This design comes from an exercise in tuning for a short achievable clock period and few clock cycles on the open sky130 flow, not from production work. Only simulation tests tie the RTL to the original design; equivalence was not proved. No activity file was given, so power comes from the tool's default toggle rates.

### flow/run.sh
#!/bin/bash
# synth_recipe.tcl (not shown) runs the flow's synth.tcl, then flattens the netlist and writes it again
# the make line also repeats each setting of config.mk as NAME=value (left out here)
make -C /OpenROAD-flow-scripts/flow DESIGN_CONFIG=/design/flow/config.mk WORK_HOME=/design/flow/orfs CLKGATE_MAP_FILE= SYNTH_SCRIPT=/design/flow/synth_recipe.tcl finish
### flow/config.mk
export PLATFORM = sky130hd
export DESIGN_NAME = dsrb_bridge
export DESIGN_NICKNAME = dsrb_bridge
export VERILOG_FILES = /design/flow/design.v
export SDC_FILE = /design/flow/constraint.sdc
export NUM_CORES = 4
export LEC_CHECK = 0
export CAP_MARGIN = 20
export CORE_MARGIN = 2
export CORE_UTILIZATION = 40
export PLACE_DENSITY = 0.6
export SLEW_MARGIN = 20
### flow/constraint.sdc
create_clock -name core_clock -period 9.0 [get_ports {clk}]
set_input_delay 1.8000 -clock core_clock [delete_from_list [all_inputs] [get_ports {clk}]]
set_output_delay 1.8000 -clock core_clock [all_outputs]
set_load 0.01 [all_outputs]
### flow/design.v
module dsrb_bridge (
    input  wire        clk,
    input  wire        rst,           
    input  wire        in_valid,
    output wire        in_ready,
    input  wire [15:0] in_data,
    input  wire        in_last,
    output wire        out_valid,
    input  wire        out_ready,
    output wire [15:0] out_data,
    output wire        out_last,
    output wire [1:0]  out_evt,       
    output wire        led_rx,
    output wire        led_tx,
    output wire        reset_line,
    output wire        clk_frozen,
    output wire        uart_en
);
    localparam [5:0] MASK        = 6'd63;    
    localparam [7:0] THRESH      = 8'd24;
    localparam [7:0] EP_IN_SIZE  = 8'd32;
    localparam [7:0] EP_OUT_SIZE = 8'd48;
    localparam [7:0] FLUSH_TICKS = 8'd4;
    localparam [7:0] PULSE_TICKS = 8'd10;
    localparam [2:0] ST_UNATT = 3'd0, ST_POWERED = 3'd1, ST_SUSP = 3'd2,
                     ST_DEFAULT = 3'd3, ST_ADDR = 3'd4, ST_CONF = 3'd5;
    localparam [3:0] RS_OK = 4'h0, RS_NO = 4'h1, RS_PEND = 4'h2, RS_IGN = 4'h3, RS_FAULT = 4'hF;
    localparam [2:0] F_IDLE = 3'd0, F_PAY = 3'd1, F_EXEC = 3'd2, F_RESP = 3'd3, F_RPAY = 3'd4;
    reg [7:0]  rxbuf [0:63];
    reg [7:0]  txbuf [0:63];
    reg [5:0]  rxw, rxr, txw, txr;
    reg [2:0]  dstate, prev;
    reg [7:0]  config_r;
    reg        ien_susp, ien_wake;
    reg        bridge, flush_pend, rx_ovr;
    reg [7:0]  flush_cnt, pulse_rx, pulse_tx;
    reg [31:0] lc_baud;
    reg [7:0]  lc_fmt, lc_par, lc_bits;
    reg [15:0] cls;
    reg [3:0]  fault_code;
    reg        fault_multi;
    reg [7:0]  fault_cmd;
    reg [2:0]  fsm;
    reg [15:0] cmd;
    reg [7:0]  pcnt;                  
    reg [7:0]  pb [0:6];              
    reg [15:0] resp_word;
    reg [1:0]  resp_evt;
    reg [7:0]  resp_left;             
    reg        resp_lc;               
    reg [5:0]  rd_ptr;                
    reg [2:0]  lc_idx;
    wire [2:0] port = cmd[15:13];
    wire [4:0] op   = cmd[12:8];
    wire [7:0] d8   = cmd[7:0];
    wire [5:0] occ_rx  = rxw - rxr;
    wire [5:0] occ_tx  = txw - txr;
    wire [5:0] free_tx = MASK - occ_tx;
    assign led_rx     = (pulse_rx != 8'd0);
    assign led_tx     = (pulse_tx != 8'd0);
    assign reset_line = cls[0];
    assign clk_frozen = (dstate == ST_SUSP);
    assign uart_en    = (lc_baud != 32'd0);
    assign in_ready  = (fsm == F_IDLE) || (fsm == F_PAY);
    wire [5:0] rx_raddr = (fsm == F_RPAY) ? rd_ptr : rxr;
    wire [7:0] rx_rdata = rxbuf[rx_raddr];
    wire [7:0] tx_rdata = txbuf[txr];
    reg  [7:0] lc_byte;
    always @(*) begin
        case (lc_idx)
            3'd0: lc_byte = lc_baud[7:0];
            3'd1: lc_byte = lc_baud[15:8];
            3'd2: lc_byte = lc_baud[23:16];
            3'd3: lc_byte = lc_baud[31:24];
            3'd4: lc_byte = lc_fmt;
            3'd5: lc_byte = lc_par;
            default: lc_byte = lc_bits;
        endcase
    end
    assign out_valid = (fsm == F_RESP) || (fsm == F_RPAY);
    assign out_data  = (fsm == F_RESP) ? resp_word : {8'h00, resp_lc ? lc_byte : rx_rdata};
    assign out_last  = (fsm == F_RESP) ? (resp_left == 8'd0) : (resp_left == 8'd1);
    assign out_evt   = (fsm == F_RESP) ? resp_evt : 2'b00;
    reg [7:0] csr;
    always @(*) begin
        case (d8)
            8'h00: csr = {2'b00, rxw};
            8'h01: csr = {2'b00, rxr};
            8'h02: csr = {2'b00, txw};
            8'h03: csr = {2'b00, txr};
            8'h04: csr = {1'b0, prev, 1'b0, dstate};
            8'h05: csr = {4'b0000, 1'b1, ien_wake, ien_susp, 1'b1};
            8'h06: csr = config_r;
            8'h07: csr = {5'b00000, rx_ovr, flush_pend, bridge};
            8'h08: csr = flush_cnt;
            8'h09: csr = pulse_rx;
            8'h0A: csr = pulse_tx;
            8'h0B: csr = {3'b000, uart_en, clk_frozen, reset_line, led_tx, led_rx};
            8'h0C: csr = {fault_multi, 3'b000, fault_code};
            8'h0D: csr = fault_cmd;
            8'h10: csr = lc_baud[7:0];
            8'h11: csr = lc_baud[15:8];
            8'h12: csr = lc_baud[23:16];
            8'h13: csr = lc_baud[31:24];
            8'h14: csr = lc_fmt;
            8'h15: csr = lc_par;
            8'h16: csr = lc_bits;
            8'h18: csr = cls[7:0];
            8'h19: csr = cls[15:8];
            8'h20: csr = {2'b00, MASK};
            8'h21: csr = {2'b00, MASK};
            8'h22: csr = THRESH;
            8'h23: csr = EP_IN_SIZE;
            8'h24: csr = EP_OUT_SIZE;
            8'h25: csr = FLUSH_TICKS;
            8'h26: csr = PULSE_TICKS;
            default: csr = 8'h00;
        endcase
    end
    reg       illegal, owner_ok;
    reg [7:0] resv;
    reg [7:0] plen;
    always @(*) begin
        illegal  = (port == 3'd7) || (op >= 5'h0B && op <= 5'h0E) || op == 5'h16 || op == 5'h17;
        case (op)
            5'h00:                         owner_ok = 1'b1;
            5'h01:                         owner_ok = (port == 3'd0);
            5'h05:                         owner_ok = (port == 3'd1);
            5'h02, 5'h03, 5'h04, 5'h06,
            5'h08, 5'h09:                  owner_ok = (port == 3'd2);
            5'h07, 5'h10, 5'h11, 5'h12,
            5'h13, 5'h14, 5'h15:           owner_ok = (port == 3'd3);
            5'h0A:                         owner_ok = (port == 3'd5);
            5'h0F:                         owner_ok = (port == 3'd6);
            default:                       owner_ok = (port == 3'd4);    
        endcase
        case (op)
            5'h07:                                         resv = 8'hFC;
            5'h08, 5'h10:                                  resv = 8'hFE;
            5'h01, 5'h04, 5'h09, 5'h0F, 5'h15,
            5'h1C, 5'h1D, 5'h1E, 5'h1F:                    resv = 8'h00;
            default:                                       resv = 8'hFF;
        endcase
        case (op)
            5'h19:                          plen = 8'd7;
            5'h1A, 5'h1B:                   plen = 8'd2;
            5'h09, 5'h1C, 5'h1D, 5'h1E, 5'h1F: plen = d8;
            default:                        plen = 8'd0;
        endcase
    end
    reg [3:0] fcode;
    always @(*) begin
        if (illegal)                             fcode = 4'd1;
        else if (!owner_ok)                      fcode = 4'd2;
        else if ((d8 & resv) != 8'd0)            fcode = 4'd3;
        else if (pcnt != plen)                   fcode = 4'd4;
        else if (op == 5'h09 && d8 > EP_OUT_SIZE) fcode = 4'd5;
        else                                     fcode = 4'd0;
    end
    reg [5:0]  nx_rxw, nx_rxr, nx_txw, nx_txr;
    reg [2:0]  nx_dstate, nx_prev;
    reg [7:0]  nx_config;
    reg        nx_ien_susp, nx_ien_wake;
    reg        nx_bridge, nx_flush_pend, nx_rx_ovr;
    reg [7:0]  nx_flush_cnt, nx_pulse_rx, nx_pulse_tx;
    reg [31:0] nx_lc_baud;
    reg [7:0]  nx_lc_fmt, nx_lc_par, nx_lc_bits;
    reg [15:0] nx_cls;
    reg [3:0]  nx_fault_code;
    reg        nx_fault_multi;
    reg [7:0]  nx_fault_cmd;
    reg        rx_we, tx_we;
    reg [3:0]  r_status;
    reg        r_v;
    reg [7:0]  r_data;
    reg [7:0]  r_plen;
    reg        r_lc;
    reg [1:0]  r_evt;
    reg        gate;
    reg [5:0]  k;
    wire ctl_state = (dstate == ST_DEFAULT) || (dstate == ST_ADDR) || (dstate == ST_CONF);
    wire lc_valid  = (pb[4] == 8'd0 || pb[4] == 8'd2) && (pb[5] <= 8'd2) &&
                     (pb[6] >= 8'd5 && pb[6] <= 8'd8);
    always @(*) begin
        nx_rxw = rxw; nx_rxr = rxr; nx_txw = txw; nx_txr = txr;
        nx_dstate = dstate; nx_prev = prev; nx_config = config_r;
        nx_ien_susp = ien_susp; nx_ien_wake = ien_wake;
        nx_bridge = bridge; nx_flush_pend = flush_pend; nx_rx_ovr = rx_ovr;
        nx_flush_cnt = flush_cnt; nx_pulse_rx = pulse_rx; nx_pulse_tx = pulse_tx;
        nx_lc_baud = lc_baud; nx_lc_fmt = lc_fmt; nx_lc_par = lc_par; nx_lc_bits = lc_bits;
        nx_cls = cls;
        nx_fault_code = fault_code; nx_fault_multi = fault_multi; nx_fault_cmd = fault_cmd;
        rx_we = 1'b0; tx_we = 1'b0;
        r_status = RS_OK; r_v = 1'b0; r_data = 8'd0; r_plen = 8'd0; r_lc = 1'b0; r_evt = 2'b00;
        gate = 1'b0;
        k = (occ_rx > EP_IN_SIZE[5:0]) ? EP_IN_SIZE[5:0] : occ_rx;
        if (fcode != 4'd0) begin
            if (fault_code == 4'd0) begin
                nx_fault_code = fcode;
                nx_fault_cmd  = cmd[15:8];
            end else begin
                nx_fault_multi = 1'b1;
            end
            r_status = RS_FAULT; r_v = 1'b1; r_data = {4'd0, fcode};
        end else begin
            case (op)
                5'h01: begin  
                    if (!bridge) r_status = RS_NO;
                    else if (occ_rx == MASK) begin
                        nx_rx_ovr = 1'b1;
                        r_status = RS_NO;
                    end else begin
                        rx_we = 1'b1;
                        nx_rxw = rxw + 6'd1;
                    end
                end
                5'h02: begin  
                    if (rxw == rxr) r_status = RS_NO;
                    else begin
                        nx_rxr = rxr + 6'd1;
                        nx_pulse_rx = PULSE_TICKS;
                        r_v = 1'b1; r_data = rx_rdata;
                    end
                end
                5'h03: begin  
                    r_v = 1'b1; r_data = {2'b00, occ_rx};
                end
                5'h04: begin  
                    if (!bridge || occ_tx == MASK) r_status = RS_NO;
                    else begin
                        tx_we = 1'b1;
                        nx_txw = txw + 6'd1;
                        nx_pulse_tx = PULSE_TICKS;
                    end
                end
                5'h05: begin  
                    if (txw == txr) r_status = RS_NO;
                    else begin
                        nx_txr = txr + 6'd1;
                        r_v = 1'b1; r_data = tx_rdata;
                    end
                end
                5'h06: begin  
                    r_v = 1'b1; r_data = {2'b00, occ_tx};
                end
                5'h07: begin  
                    if (d8[0]) begin nx_rxw = 6'd0; nx_rxr = 6'd0; end
                    if (d8[1]) begin nx_txw = 6'd0; nx_txr = 6'd0; end
                end
                5'h08: begin  
                    if (!bridge || !d8[0]) r_status = RS_NO;
                    else if ({2'b00, occ_rx} >= THRESH || (flush_pend && occ_rx != 6'd0)) begin
                        nx_rxr = rxr + k;
                        nx_flush_pend = 1'b0;
                        nx_pulse_rx = PULSE_TICKS;
                        r_v = 1'b1; r_data = {2'b00, k}; r_plen = {2'b00, k};
                    end else r_status = RS_NO;
                end
                5'h09: begin  
                    if (!bridge) r_status = RS_NO;
                    else if ({2'b00, free_tx} >= d8) begin
                        nx_txw = txw + d8[5:0];
                        if (d8 != 8'd0) nx_pulse_tx = PULSE_TICKS;
                        r_v = 1'b1; r_data = d8;
                    end else begin
                        r_status = RS_PEND; r_v = 1'b1; r_data = {2'b00, free_tx};
                    end
                end
                5'h0A: begin  
                    if (bridge) begin
                        if (flush_cnt + 8'd1 == FLUSH_TICKS) begin
                            nx_flush_cnt = 8'd0;
                            nx_flush_pend = 1'b1;
                        end else nx_flush_cnt = flush_cnt + 8'd1;
                    end
                    if (pulse_rx != 8'd0) nx_pulse_rx = pulse_rx - 8'd1;
                    if (pulse_tx != 8'd0) nx_pulse_tx = pulse_tx - 8'd1;
                end
                5'h0F: begin  
                    r_v = 1'b1; r_data = csr;
                end
                5'h10: begin  
                    if (d8[0]) begin
                        if (dstate == ST_UNATT) nx_dstate = ST_POWERED;
                        else r_status = RS_IGN;
                    end else begin
                        if (dstate == ST_UNATT) r_status = RS_IGN;
                        else begin
                            nx_dstate = ST_UNATT; nx_prev = 3'd0; nx_config = 8'd0;
                            nx_ien_susp = 1'b1; nx_ien_wake = 1'b0;
                            nx_cls = 16'd0;
                            nx_rxw = 6'd0; nx_rxr = 6'd0; nx_txw = 6'd0; nx_txr = 6'd0;
                        end
                    end
                end
                5'h11: begin  
                    if (ien_susp && (dstate == ST_POWERED || dstate == ST_DEFAULT ||
                                     dstate == ST_ADDR || dstate == ST_CONF)) begin
                        nx_prev = dstate; nx_dstate = ST_SUSP;
                        nx_ien_susp = 1'b0; nx_ien_wake = 1'b1;
                    end else r_status = RS_IGN;
                end
                5'h12: begin  
                    if (ien_wake && dstate == ST_SUSP) begin
                        nx_dstate = (prev == ST_ADDR || prev == ST_CONF) ? prev : ST_POWERED;
                        nx_prev = 3'd0;
                        nx_ien_susp = 1'b1; nx_ien_wake = 1'b0;
                    end else r_status = RS_IGN;
                end
                5'h13: begin  
                    nx_dstate = ST_DEFAULT; nx_prev = 3'd0; nx_config = 8'd0;
                    nx_ien_susp = 1'b1; nx_ien_wake = 1'b0;
                    nx_cls = 16'd0;
                    r_evt = 2'b10;
                end
                5'h14: begin  
                    if (dstate == ST_DEFAULT) nx_dstate = ST_ADDR;
                    else r_status = RS_IGN;
                end
                5'h15: begin  
                    if (dstate == ST_ADDR || dstate == ST_CONF) begin
                        if (d8 != 8'd0) begin
                            nx_dstate = ST_CONF; nx_config = d8;
                            nx_rxw = 6'd0; nx_rxr = 6'd0; nx_txw = 6'd0; nx_txr = 6'd0;
                            nx_flush_cnt = 8'd0; nx_flush_pend = 1'b0;
                        end else begin
                            nx_dstate = ST_ADDR; nx_config = 8'd0;
                        end
                    end else r_status = RS_IGN;
                end
                5'h18: begin  
                    if (!ctl_state) r_status = RS_IGN;
                    else begin
                        r_v = 1'b1; r_data = 8'd7; r_plen = 8'd7; r_lc = 1'b1;
                    end
                end
                5'h19: begin  
                    if (!ctl_state || !lc_valid) r_status = RS_IGN;
                    else begin
                        nx_lc_baud = {pb[3], pb[2], pb[1], pb[0]};
                        nx_lc_fmt = pb[4]; nx_lc_par = pb[5]; nx_lc_bits = pb[6];
                        nx_txw = 6'd0; nx_txr = 6'd0;
                        r_evt = 2'b01;
                    end
                end
                5'h1A: begin  
                    if (!ctl_state) r_status = RS_IGN;
                    else nx_cls = {pb[1], pb[0]};
                end
                5'h1B: begin  
                    if (!ctl_state) r_status = RS_IGN;
                end
                5'h1C, 5'h1D, 5'h1E, 5'h1F: begin  
                    r_status = RS_IGN;
                end
                default: ;  
            endcase
            gate = (nx_dstate == ST_CONF) && (nx_lc_baud != 32'd0);
            if (bridge && !gate) begin
                nx_rxw = 6'd0; nx_rxr = 6'd0; nx_txw = 6'd0; nx_txr = 6'd0;
                nx_pulse_rx = 8'd0; nx_pulse_tx = 8'd0;
                nx_flush_cnt = 8'd0; nx_flush_pend = 1'b0;
                nx_bridge = 1'b0;
            end else if (!bridge && gate) begin
                nx_bridge = 1'b1;
            end
        end
    end
    wire       pay_beat = in_valid && (fsm == F_PAY);
    wire [5:0] spec_addr = txw + pcnt[5:0];
    always @(posedge clk) begin
        if (!rst && fsm == F_EXEC && rx_we)
            rxbuf[rxw] <= d8;
        if (!rst && fsm == F_EXEC && tx_we)
            txbuf[txw] <= d8;
        else if (!rst && pay_beat && op == 5'h09 && pcnt < {2'b00, free_tx})
            txbuf[spec_addr] <= in_data[7:0];    
    end
    always @(posedge clk) begin
        if (pay_beat && pcnt < 8'd7)
            pb[pcnt[2:0]] <= in_data[7:0];
    end
    always @(posedge clk) begin
        if (rst) begin
            fsm <= F_IDLE;
            cmd <= 16'd0;
            pcnt <= 8'd0;
            resp_word <= 16'd0;
            resp_evt <= 2'b00;
            resp_left <= 8'd0;
            resp_lc <= 1'b0;
            rd_ptr <= 6'd0;
            lc_idx <= 3'd0;
            rxw <= 6'd0; rxr <= 6'd0; txw <= 6'd0; txr <= 6'd0;
            dstate <= ST_UNATT; prev <= 3'd0; config_r <= 8'd0;
            ien_susp <= 1'b1; ien_wake <= 1'b0;
            bridge <= 1'b0; flush_pend <= 1'b0; rx_ovr <= 1'b0;
            flush_cnt <= 8'd0; pulse_rx <= 8'd0; pulse_tx <= 8'd0;
            lc_baud <= 32'd0; lc_fmt <= 8'd0; lc_par <= 8'd0; lc_bits <= 8'd0;
            cls <= 16'd0;
            fault_code <= 4'd0; fault_multi <= 1'b0; fault_cmd <= 8'd0;
        end else begin
            case (fsm)
                F_IDLE: if (in_valid) begin
                    cmd  <= in_data;
                    pcnt <= 8'd0;
                    fsm  <= in_last ? F_EXEC : F_PAY;
                end
                F_PAY: if (in_valid) begin
                    pcnt <= pcnt + 8'd1;
                    if (in_last) fsm <= F_EXEC;
                end
                F_EXEC: begin
                    rxw <= nx_rxw; rxr <= nx_rxr; txw <= nx_txw; txr <= nx_txr;
                    dstate <= nx_dstate; prev <= nx_prev; config_r <= nx_config;
                    ien_susp <= nx_ien_susp; ien_wake <= nx_ien_wake;
                    bridge <= nx_bridge; flush_pend <= nx_flush_pend; rx_ovr <= nx_rx_ovr;
                    flush_cnt <= nx_flush_cnt; pulse_rx <= nx_pulse_rx; pulse_tx <= nx_pulse_tx;
                    lc_baud <= nx_lc_baud; lc_fmt <= nx_lc_fmt; lc_par <= nx_lc_par;
                    lc_bits <= nx_lc_bits;
                    cls <= nx_cls;
                    fault_code <= nx_fault_code; fault_multi <= nx_fault_multi;
                    fault_cmd <= nx_fault_cmd;
                    resp_word <= {r_status, 3'b000, r_v, r_data};
                    resp_evt  <= r_evt;
                    resp_left <= r_plen;
                    resp_lc   <= r_lc;
                    rd_ptr    <= rxr;
                    lc_idx    <= 3'd0;
                    fsm <= F_RESP;
                end
                F_RESP: if (out_ready) begin
                    fsm <= (resp_left != 8'd0) ? F_RPAY : F_IDLE;
                end
                F_RPAY: if (out_ready) begin
                    resp_left <= resp_left - 8'd1;
                    rd_ptr <= rd_ptr + 6'd1;
                    lc_idx <= lc_idx + 3'd1;
                    if (resp_left == 8'd1) fsm <= F_IDLE;
                end
                default: fsm <= F_IDLE;
            endcase
        end
    end
endmodule
==> flow_summary.json <==
{
  "cts_tree": "yes",
  "grt_max_degree": 111,
  "status": "timing/DRC/antenna clean",
  "wl_per_cell_microns": 27.07,
  "crit_family": "compound AO/OA/AOI/OAI gates",
  "p_per_area_mw_per_mm2": 204.5,
  "required_ns": 7.20,
  "ant_nets": 0,
  "seq_area_frac_synth_pct": 64.70,
  "rows": 138,
  "die-height_microns": 381.2,
  "setup_viol": 0,
  "cts_buffer_depth": 3,
  "slowest_delay_ns": 0.85,
  "grt.total_usage_pct": 23.65,
  "ys_types": 99,
  "syn_area_sq_mm": 0.05690,
  "cp_num_buf_inv": 1,
  "grt_pass1_wl_microns": 255500,
  "antenna_found_initial": 1,
  "cap_viol_max_count": 0,
  "rsz0062_at_grt": "no",
  "leakage_nw": 20.94,
  "min_period_ns": 8.348,
  "synthTopCellsByArea": "edfxtp_1, dfxtp_1, mux4_2, nand2_1, mux2i_1",
  "rrSetupSlack_ns": 3.21,
  "crit_chain": "or3b_2 -> mux2i_1 -> nand2_1 -> a21oi_1 -> nor4_1 -> a32o_1 -> a311oi_1 -> o21ai_0 -> o21ai_0 -> clkdlybuf4s50_1",
  "worstPathMaxFanout": 27,
  "cts_sinks": 1299,
  "fin_crit_sh_pct": 92.76,
  "start_util_pct": 40.24,
  "core_sq_mm": 0.1414,
  "cp.depth": 10,
  "cpMostUsedCell": "o21ai_0",
  "relSlewSlack_pct": 16.47,
  "final_util_pct": 45.30,
  "path_class": "register to output pin",
  "min_path_cells": 2,
  "clk_pin_slew_worst_paths_ns": 0.06,
  "nNetsFinal": 4558,
  "ctsResizeCount": 0,
  "ys_ff_latch": 1299,
  "clock_skew_ns": 0.05429,
  "dr_total_vias": 39050,
  "synth.largest_area_cell": "edfxtp_1",
  "wirelength_microns": 175400,
  "cts_setup_buffers": 0,
  "cts_root_buffer": "clkbuf_16",
  "drt_first_pass_iters": 6,
  "hold_buffers": 0,
  "dp_hpwl_microns": 113500,
  "dieArea_sq_mm": 0.1453,
  "hold_path.class": "register to register",
  "synthArstFlopShare_pct": 0,
  "min_from": "resp_evt[0]$_SDFFE_PP0P_",
  "avgViaCountPerCell": 6.026,
  "worst_slew_pin_slew_ns": 1.240,
  "max_freq_ghz": 0.1198,
  "area_growth_pct": 12.58,
  "reg2reg_from": "txr[1]$_SDFFE_PP0P_",
  "overflow": 0,
  "cts_buffers": 140,
  "cp_data_arrival_time_ns": 6.55,
  "drtIter0Drc": 5064,
  "clock_latency_ns": 0.81,
  "slew_viol_final": 0,
  "ys_warn_count": 1,
  "finalSetupTns_ns": 0,
  "ir_worst_vdd_mv": 0.1512,
  "htree_levels": 4,
  "startpoint": "fsm[0]$_SDFFE_PP0P_",
  "grt_pass1_vias": 36840,
  "cp_slowest_cell": "a311oi_1",
  "crit_path_end_kind": "output pin",
  "drive_gt1_share_pct": 11.59,
  "port_buffers": 43,
  "synth_top_flop_cell": "edfxtp_1",
  "synthCells": 4476,
  "gp_congestion": 0.9798,
  "design.portCount": 47,
  "reg2regPathDepth": 14,
  "syn_avg_cell_area_sq_um": 12.71,
  "synth_top_cell_area_share_pct": 56.99,
  "placed_cell_area_sq_mm": 0.05951,
  "cp-start-kind": "register",
  "synth_edf_count": 1080,
  "final_area_sq_mm": 0.06407,
  "die_x_microns": 381.2,
  "hold_viol_final": 0,
  "drcViolationCount": 0
}
## through the flow
step / worst slack [ns] / power (mW) / std cells / hold slack [ns]
after floorplan: 2.755 / 7.191 / 4478 / 0.4295
after global placement: 1.732 / 7.519 / 6225 / 0.4400
after detailed placement: 1.549 / 7.525 / 6226 / 0.4444
after CTS: 0.7167 / 13.16 / 6479 / 0.4517
after global routing: 0.5328 / 13.45 / 6479 / 0.4845
final: 0.6520 / 13.10 / 6481 / 0.4534
## layer usage
| layer | wire [microns] | up-vias | GRT usage (%) |
|---|---|---|---|
| met5 | 0 | - | 0 |
| met4 | 7366 | 0 | 9.347 |
| met3 | 15910 | 379 | 4.422 |
| met2 | 77940 | 1995 | 35.25 |
| met1 | 74200 | 19660 | 34.15 |
| li1 | - | 17020 | - |
## worst paths after layout
kind | end
setup reg to reg | txbuf[9][3]$_DFFE_PP_
hold reg to reg | resp_evt[0]$_SDFFE_PP0P_
hold / removal | resp_evt[0]$_SDFFE_PP0P_
setup / recovery | out_data[2]
## state kept, by name (all words and copies together), names as in the netlist, 8 cells and up, named ones only
signal and flops:
cls 16, cmd 16, config_r 8, fault_cmd 8
flush_cnt 8, lc_baud 32, lc_bits 8, lc_fmt 8
lc_par 8, pb 56, pcnt 8, pulse_rx 8
pulse_tx 8, resp_left 8, resp_word 12, rxbuf 512
txbuf 512
## worst reg2reg max path, stage by stage (launching register included)
cell and delay [ns]:
dfxtp_1 0.55, inv_1 0.15, ha_1 0.31, nor2b_1 0.13
o21ai_0 0.30, a211oi_1 0.13, a211oi_1 0.61, inv_1 0.19
ha_1 0.32, inv_1 0.07, o21a_1 0.19, buf_4 0.24
o41ai_2 0.68, nand2_1 0.66, nor2_1 0.85
## placed cells by master (no fill, tap or decap), drive strengths merged, types with 24 or more instances in the layout
| master | instances |
|---|---|
| a21oi | 231 |
| a22oi | 39 |
| a31oi | 69 |
| a32oi | 24 |
| and3 | 44 |
| buf | 96 |
| clkbuf | 174 |
| clkdlybuf4s50 | 42 |
| clkinv | 66 |
| dfxtp | 219 |
| edfxtp | 1080 |
| ha | 54 |
| inv | 73 |
| mux2i | 132 |
| mux4 | 147 |
| nand2 | 722 |
| nand2b | 39 |
| nand3 | 247 |
| nand4 | 45 |
| nor2 | 320 |
| nor2b | 35 |
| nor3 | 78 |
| nor4 | 39 |
| o211ai | 26 |
| o21ai | 124 |
| o31ai | 25 |
## kinds of logic after synthesis
| kind of cell | share of synthesized area, % |
|---|---|
| muxes | 8.555 |
| other | 0.006590 |
| adders and majority gates | 1.363 |
| AOI/OAI and AO/OA | 9.112 |
| xor gates and xnor gates | 0.4463 |
| and+or+nand+nor | 13.32 |
| DFF | 64.70 |
| buffers and inverters | 2.498 |
## cells in the mapped netlist (13+ instances only)
master	count
o221ai_1	15
nand3_1	247
a21oi_1	230
o31ai_1	25
mux2i_1	132
o21ai_0	122
o211ai_1	25
nor3_1	76
dfxtp_1	219
clkbuf_1	193
mux2_2	21
or4_1	13
buf_1	19
o22ai_1	23
a31oi_1	69
and3_1	44
inv_1	65
xnor2_1	17
nand4_1	44
a211oi_1	21
and2_1	20
nand2_1	722
edfxtp_1	1080
buf_2	59
a311oi_1	13
nor4_1	37
a32oi_1	24
ha_1	54
a22oi_1	39
nand2b_1	39
a221oi_1	21
mux4_2	147
nor2_1	320
nor2b_1	35
a21o_1	23
## cell type report
class / count / area (sq um)
fill: 12630 / 77350
sequential: 1299 / 36850
multi-input combinational: 2830 / 18870
clock buffer: 174 / 3711
tap: 1890 / 2365
timing repair buffer: 138 / 1170
clock inverter: 79 / 833.3
inverter: 69 / 259.0
antenna: 2 / 5.005
## where the power goes
part	total (mW)	internal, mW	switching [mW]
sequential	6.66	6.59	0.0764
combinational	0.760	0.190	0.571
clock	5.67	3.18	2.50
total	13.1	9.95	3.14
Testbench counts, summed over its fixed seeds: cycles 74,213.

## what the ideal ports hide
Ports are ideal in the flow. The routed layout listed here was re-timed in OpenROAD. Step 1 assumes that a clkbuf_16 drives the clock port and a buf_2 every other input. Step 2 adds t to the input delays and takes it off the output delays; t is the mean of the earliest and latest rising clock arrival at the registers after step 1. Input paths then give back, and output paths get back, about the clock's delay inside the block. a / b / c = ideal / step 1 / step 2; a / b = the first two.
t, ns: 0.855
setup WS [ns]: 0.652 / 0.574 / 1.428
cell pins on the clock port's net: 1
After both steps setup and hold are still met in this run. For this run, drivers alone change the setup slack by -0.078 ns; drivers and shift together by +0.776 ns.
